This design comes from an exercise in tuning for small area, a short achievable clock period and few clock cycles on the open sky130 flow, not from production work.
In this exercise RTL edits were held to simulation tests only and were not proved equivalent to the original.
Power and IR drop assume default switching activity.

== willow ==
Design stele_codec, start of the top module:
module stele_codec (
    input  wire        clk,
    input  wire        rst,
    input  wire        cmd_valid,
    output wire        cmd_ready,
    input  wire        cmd_op,         
    input  wire [31:0] pal0,
    input  wire [31:0] pal1,
    input  wire [31:0] pal2,
    input  wire [1:0]  pal_n,
    input  wire [15:0] width,
    input  wire [15:0] height,
    input  wire [31:0] npix,
    input  wire        px_valid,
    output wire        px_ready,
    input  wire [31:0] px_data,
    output wire        bo_valid,
    input  wire        bo_ready,
    output wire [7:0]  bo_data,
    input  wire        bi_valid,
    output wire        bi_ready,
    input  wire        bi_eos,
    input  wire [7:0]  bi_data,
    output wire        po_valid,
    input  wire        po_ready,
    output wire [31:0] po_data,
    output wire        busy,
    output reg         done,
    output reg         err,
    output wire [3:0]  err_kind,
    output reg  [2:0]  err_detail
);
For scale: about 1600 cells after synthesis, roughly 210 flip-flops, roughly 270 I/O pins, ~0.015 mm^2 of cells after synthesis.
Settings: LEC_CHECK=0, CAP_MARGIN=20, CORE_MARGIN=2, CORE_UTILIZATION=40, CTS_CLUSTER_DIAMETER=100, CTS_CLUSTER_SIZE=30, SLEW_MARGIN=20; clock period 10.0 ns.
standard.sh (not shown) runs the stock make flow with config.mk's settings and CLKGATE_MAP_FILE= SYNTH_SCRIPT=/design/flow/synth_recipe.tcl, a recipe that flattens the netlist after the stock synthesis.
==> flow/flow/run.sh <==
#!/bin/bash
set -euo pipefail
export BUFFER_PORTS_ARGS="-buffer_cell sky130_fd_sc_hd__buf_2"
export SETUP_SLACK_MARGIN=6.0
bash standard.sh finish > standard_flow.log 2>&1
Testbench counts of willow, summed over its fixed seeds: cycles 95,056.
[inputs] ember vs willow
- removing CTS_CLUSTER_SIZE (formerly 30)
- removing CTS_CLUSTER_DIAMETER (formerly 100)
diff --git a/flow/flow/run.sh b/flow/flow/run.sh
--- a/flow/flow/run.sh
+++ b/flow/flow/run.sh
@@ -4 +4 @@
-export SETUP_SLACK_MARGIN=6.0
+export SETUP_SLACK_MARGIN=7
Notes after the runs:
Worst-skew pair later-pin latency ends up lower on willow.
Flip-flop and latch power: ember vs willow, no meaningful difference
Summary — HPWL after detailed placement, ember relative to willow: higher, by about 1.1%.
ember vs. willow: number of clock buffers in the layout went up by 18.
willow → ember: post-cts resize count went up, finished layout cell area went up.
The termination of the worst setup path comes out bo_data[2] in one run and po_data[27] in the other, namely in ember and willow respectively.

Starting RTL as in the previous note.
==> flow/config.mk <==
export PLATFORM = sky130hd
export DESIGN_NAME = stele_codec
export DESIGN_NICKNAME = stele_codec
export VERILOG_FILES = /design/flow/design.v
export SDC_FILE = /design/flow/constraint.sdc
export NUM_CORES = 4
export LEC_CHECK = 0
export ABC_CLOCK_PERIOD_IN_PS = 3000
export CAP_MARGIN = 20
export CORE_MARGIN = 2
export CORE_UTILIZATION = 40
export SETUP_SLACK_MARGIN = 5
export SLEW_MARGIN = 20
==> flow/constraint.sdc <==
create_clock -name core_clock -period 10.0 [get_ports {clk}]
set_input_delay 2.0000 -clock core_clock [delete_from_list [all_inputs] [get_ports {clk}]]
set_output_delay 2.0000 -clock core_clock [all_outputs]
set_load 0.01 [all_outputs]
==> flow/flow/run.sh <==
#!/bin/bash
# Layout flow: the standard ORFS flow, with the port buffers that
# buffer_ports inserts made plain sky130 buffers.
set -euo pipefail
export BUFFER_PORTS_ARGS="-buffer_cell sky130_fd_sc_hd__buf_2"
bash standard.sh finish > standard_flow.log 2>&1
Testbench counts at the start, summed over its fixed seeds: cycles 95,056.
Change:
==> flow/flow/run.sh (replaced) <==
#!/bin/bash
set -euo pipefail
export BUFFER_PORTS_ARGS="-buffer_cell sky130_fd_sc_hd__buf_2"
export SETUP_SLACK_MARGIN=6.5
bash standard.sh finish > standard_flow.log 2>&1
- ABC_CLOCK_PERIOD_IN_PS: 3000 -> not set
- SETUP_SLACK_MARGIN: 5 -> not set
Effect:
- The new run finished clean
- wire length came out higher by a few percent
- cell area goes up by a few percent
- power rose by a few percent
- combinational power went up by about a fifth
- maximum frequency climbs by about a fifth
- worst hold slack gets better by 0.0046 ns
- final cell count increases slightly

Another version of the RTL of stele_codec (not shown whole).
For scale: about 210 flip-flops, about 270 I/O pins.
## stele_codec
module stele_codec (
    input  wire        clk,
    input  wire        rst,
    input  wire        cmd_valid,
    output wire        cmd_ready,
    input  wire        cmd_op,         
    input  wire [31:0] pal0,
    input  wire [31:0] pal1,
    input  wire [31:0] pal2,
    input  wire [1:0]  pal_n,
    input  wire [15:0] width,
    input  wire [15:0] height,
    input  wire [31:0] npix,
    input  wire        px_valid,
    output wire        px_ready,
    input  wire [31:0] px_data,
    output wire        bo_valid,
    input  wire        bo_ready,
    output wire [7:0]  bo_data,
    input  wire        bi_valid,
    output wire        bi_ready,
    input  wire        bi_eos,
    input  wire [7:0]  bi_data,
    output wire        po_valid,
    input  wire        po_ready,
    output wire [31:0] po_data,
    output wire        busy,
    output reg         done,
    output reg         err,
    output wire [3:0]  err_kind,
    output reg  [2:0]  err_detail
);
clock: 10.0 ns
lec_check: 0
cap_margin: 20
core_margin: 2
core_utilization: 40
cts_cluster_diameter: 100
cts_cluster_size: 30
place_density: 0.75
slew_margin: 20
==> flow/flow/run.sh <==
#!/bin/bash
set -euo pipefail
export BUFFER_PORTS_ARGS="-buffer_cell sky130_fd_sc_hd__buf_1"
export SETUP_SLACK_MARGIN=6.0
bash standard.sh finish > standard_flow.log 2>&1
Testbench counts at the start, summed over its fixed seeds: cycles 95,184.
Next try:
==> flow/flow/run.sh (replaced) <==
#!/bin/bash
set -euo pipefail
export BUFFER_PORTS_ARGS="-buffer_cell sky130_fd_sc_hd__buf_1"
export SETUP_SLACK_MARGIN=5.8
bash standard.sh finish > standard_flow.log 2>&1
Settings changed: PLACE_DENSITY 0.75 to unset.
After rerunning: Sequential cell count is unchanged. Wire length increases by 2.1%. Synthesized area is unchanged. Core utilization hardly moves. Clock skew increases by 0.0078 ns. Global-route usage increases by 0.62 points. Hold slack gets worse by 0.0058 ns. Cell area hardly moves. Combinational power hardly moves. Non-clock buffer count does not change.

==> static timing again, ports no longer ideal <==
How much do the figures lean on ideal ports? The routed layouts below were timed once more, with nothing changed but the port constraints. Step 1 assumes that a clkbuf_16 drives the clock port and a buf_2 every other input. Step 2 adds t to the input delays and takes it off the output delays; t is the mean of the earliest and latest rising clock arrival at the registers after step 1. Input paths then give back, and output paths get back, about the clock's delay inside the block. Slacks: no drivers / after step 1 / after step 2; pairs: no drivers / after step 1.
run	t, ns	slack for setup (ns)	latest minus earliest clock arrival (ns)	worst data-port slew with drivers (ns)	pins driven straight from the clock port
willow	0.562	6.013 / 5.959 / 5.711	0.038 / 0.037	0.08	1
ember	0.628	5.956 / 5.899 / 6.102	0.011 / 0.012	0.10	1
the first run of note 2	0.609	5.385 / 5.332 / 5.522	0.033 / 0.033	0.11	1
the second run of note 2	0.611	6.064 / 6.011 / 5.992	0.014 / 0.013	0.09	1
the first run of note 3	0.542	6.054 / 5.998 / 5.568	0.027 / 0.027	0.08	1
the second run of note 3	0.558	5.881 / 5.826 / 5.410	0.033 / 0.033	0.08	1
After both steps every run listed still meets setup and hold. For the first run of note 3, which loses most, drivers alone change the setup slack by -0.056 ns; drivers and shift together by -0.486 ns.
